What follows belongs to an exercise in optimizing a design on an open flow for small area, a short achievable clock period and few clock cycles; a production flow would make more cautious choices. The RTL was checked by simulation tests, not by an equivalence proof against the original design. Power is estimated from default activity; no workload was simulated.

rev 12:
Design rsdec, start of the top module:
module rsdec (
    input  wire        clk,
    input  wire        rst,
    input  wire        in_valid,
    input  wire [7:0]  in_data,
    input  wire        in_last,
    output wire        in_ready,
    output wire        res_valid,
    input  wire        res_ready,
    output wire        res_fail,
    output wire [3:0]  res_nerr,
    output wire [79:0] res_pos,
    output wire [79:0] res_val
);
export LEC_CHECK = 0
export CAP_MARGIN = 20
export CORE_MARGIN = 2
export CORE_UTILIZATION = 50
export PLACE_DENSITY = 0.65
export SLEW_MARGIN = 20
create_clock -name core_clock -period 18.0 [get_ports {clk}]
standard.sh (not shown) runs the stock make flow with config.mk's settings and CLKGATE_MAP_FILE= SYNTH_SCRIPT=/design/flow/synth_recipe.tcl, a recipe that flattens the netlist after the stock synthesis.
==> flow/flow/run.sh <==
#!/bin/bash
set -e
export SETUP_SLACK_MARGIN=13.2
bash standard.sh > standard_flow.log 2>&1
Rev 12 ended with every stage complete and zero timing, DRC or antenna violations.
Testbench counts of rev 12, summed over its fixed seeds: cycles 33,038.
Inputs modified between rev 12 and rev 13:
Settings: a change of CORE_UTILIZATION from 50 to 30; a change of PLACE_DENSITY from 0.65 to 0.45.
Findings:
Rev 13: done, clean on timing, DRC and antenna
Comparing maximum clock rate for rev 13 and rev 12, the bigger number came from rev 13.
Sort rev 13 and rev 12 by worst setup slack asc -> top: rev 12
Timing endpoint of the critical path: res_nerr[0] -> rev 12, res_fail -> rev 13
On non-clock buffer count: between rev 13 and rev 12, it ends up lower for rev 12.
Die width of rev 13 exceeds that of rev 12 by more than a quarter.
Going from rev 12 to rev 13, the overall routed net length was found to have gone up by 12%.
met3 track utilization from global routing ends up lower on rev 13.
Lower global-route usage over all layers goes to rev 13 over rev 12.


rsdec, a different RTL version from the one above (not shown whole).
Size: roughly 6,400 cells after synthesis, roughly 600 flip-flops, ~180 I/O pins, roughly 51,000 um2 of cells after synthesis.
export LEC_CHECK = 0
export CAP_MARGIN = 20
export CORE_MARGIN = 2
export CORE_UTILIZATION = 50
export PLACE_DENSITY = 0.65
export SLEW_MARGIN = 20
create_clock -name core_clock -period 18.0 [get_ports {clk}]
==> flow/flow/run.sh <==
#!/bin/bash
set -e
export SETUP_SLACK_MARGIN=12.8
bash standard.sh > standard_flow.log 2>&1
The starting point finished clean.
Testbench counts at the start, summed over its fixed seeds: cycles 39,417.
==> next run, changes <==
==> flow/flow/run.sh (replaced) <==
#!/bin/bash
set -e
export SETUP_SLACK_MARGIN=13.2
bash standard.sh > standard_flow.log 2>&1
--- a/flow/config.mk
+++ b/flow/config.mk
@@ -10,2 +10,2 @@
-export CORE_UTILIZATION = 50
-export PLACE_DENSITY = 0.65
+export CORE_UTILIZATION = 30
+export PLACE_DENSITY = 0.45
=> Final area is higher by 6.8%. Hold slack hardly moves. Synthesized cell count does not change. Synthesized area stays the same. Setup slack is better by 0.28 ns. Sequential share of layout area is lower by 1.1 points.


Another version of the RTL of rsdec (not shown whole).
Size: ~6400 cells after synthesis, about 180 I/O pins, roughly 51000 sq um of cells after synthesis.
clock: 18.0 ns
lec_check: 0
cap_margin: 20
core_margin: 2
core_utilization: 30
place_density: 0.45
slew_margin: 20
run.sh (not shown) runs the stock make flow with config.mk's settings and CLKGATE_MAP_FILE= SYNTH_SCRIPT=/design/flow/synth_recipe.tcl, a recipe that flattens the netlist after the stock synthesis.
Stock flow here: none of the scripts above is used.
The starting point passed the timing, design-rule and antenna checks.
Testbench counts at the start, summed over its fixed seeds: cycles 38,641.
Edit:
==> flow/flow/run.sh (new file) <==
#!/bin/bash
set -e
export SETUP_SLACK_MARGIN=13.2
bash standard.sh > standard_flow.log 2>&1
==> flow/standard.sh (new file) <==
#!/bin/bash
# synth_recipe.tcl (not shown) runs the flow's synth.tcl, then flattens the netlist and writes it again
# the make line also repeats each setting of config.mk as NAME=value (left out here)
make -C /OpenROAD-flow-scripts/flow DESIGN_CONFIG=/design/flow/config.mk WORK_HOME=/design/flow/orfs CLKGATE_MAP_FILE= SYNTH_SCRIPT=/design/flow/synth_recipe.tcl "${@:-finish}"
removed: flow/run.sh
The new run passed the timing, design-rule and antenna checks. Setup slack improved by 1.8 ns. Synthesized area stays the same. Worst hold slack improves by 0.028 ns. Final cell count came out higher by a few percent. Wire length came out higher by a few percent. Via count climbs by a few percent. Count of clock-buffer cells in the layout shrinks by 4. Flip-flop and latch count stays the same. Clock skew shrinks by 0.014 ns. Combinational power is higher by about a fifth. Die area is unchanged.


Another version of the RTL of rsdec (not shown whole).
Size in the first run: ~180 I/O pins, ~0.061 mm2 of cells after synthesis.
Design rsdec, start of the top module:
module rsdec (
    input  wire        clk,
    input  wire        rst,
    input  wire        in_valid,
    input  wire [7:0]  in_data,
    input  wire        in_last,
    output wire        in_ready,
    output wire        res_valid,
    input  wire        res_ready,
    output wire        res_fail,
    output wire [3:0]  res_nerr,
    output wire [79:0] res_pos,
    output wire [79:0] res_val
);
Settings: LEC_CHECK=0, CAP_MARGIN=20, CORE_MARGIN=2, CORE_UTILIZATION=65, PLACE_DENSITY=0.78, SLEW_MARGIN=20; clock period 18.0 ns.
standard.sh (not shown) runs the stock make flow with config.mk's settings and CLKGATE_MAP_FILE= SYNTH_SCRIPT=/design/flow/synth_recipe.tcl, a recipe that flattens the netlist after the stock synthesis.
==> flow/flow/run.sh <==
#!/bin/bash
set -e
export SETUP_SLACK_MARGIN=13.0
bash standard.sh > standard_flow.log 2>&1
The baseline ran to the end with no violations.
Testbench counts at the start, summed over its fixed seeds: cycles 29,526.
Rerun with:
==> flow/flow/run.sh (replaced) <==
#!/bin/bash
set -e
export SETUP_SLACK_MARGIN=13.2
bash standard.sh > standard_flow.log 2>&1
Settings changed: CORE_UTILIZATION 65 to 50, PLACE_DENSITY 0.78 to 0.65.
After rerunning:
- The changed run produced a clean layout
- final area goes up by 2.2%
- fmax goes up by 2.9%
- wire length goes up by 2.0%
- core utilization goes down by 15 points
- total power goes up by 1.6%
- area after synthesis is unchanged
- final cell count goes up by 5.4%
- die area goes up by 30%
- flip-flop and latch count stays the same

==> re-timing with driven ports <==
Ports are ideal in the flow. The routed layouts listed here were re-timed in OpenROAD. Step 1 assumes that a clkbuf_16 drives the clock port and a buf_2 every other input. Step 2 moves the port delays by t, midway between the first and last clock arrival at a register: inputs arrive t later, outputs are due t later. That takes back most of the time a late clock gives input paths. Three values: no drivers, after step 1, after step 2; two values: the first two.
| run | shift t [ns] | setup WS [ns] | worst hold slack (ns) | clock arrival spread, ns | pins driven straight from the clock port |
|---|---|---|---|---|---|
| rev 12 | 0.740 | 13.052 / 12.982 / 12.483 | 0.325 / 0.325 / 0.325 | 0.051 / 0.051 | 1 |
| rev 13 | 0.814 | 13.148 / 13.062 / 12.798 | 0.326 / 0.326 / 0.326 | 0.048 / 0.049 | 1 |
| the first run of note 2 | 0.703 | 12.842 / 12.774 / 12.348 | 0.324 / 0.324 / 0.324 | 0.023 / 0.024 | 1 |
| the second run of note 2 | 0.772 | 13.121 / 13.053 / 12.510 | 0.323 / 0.323 / 0.323 | 0.037 / 0.036 | 1 |
| the first run of note 3 | 0.762 | 11.316 / 11.316 / 11.316 | 0.330 / 0.330 / 0.330 | 0.056 / 0.055 | 1 |
| the second run of note 3 | 0.784 | 13.077 / 13.077 / 12.651 | 0.358 / 0.358 / 0.358 | 0.041 / 0.041 | 1 |
| the first run of note 4 | 0.754 | 13.029 / 12.965 / 12.471 | 0.327 / 0.327 / 0.327 | 0.028 / 0.027 | 1 |
| the second run of note 4 | 0.766 | 13.171 / 13.097 / 12.691 | 0.324 / 0.324 / 0.324 | 0.051 / 0.051 | 1 |
After both steps setup and hold are still met in every run listed. The setup slack of the second run of note 2, which loses most, moves by -0.068 ns with the drivers and by -0.611 ns with both steps.
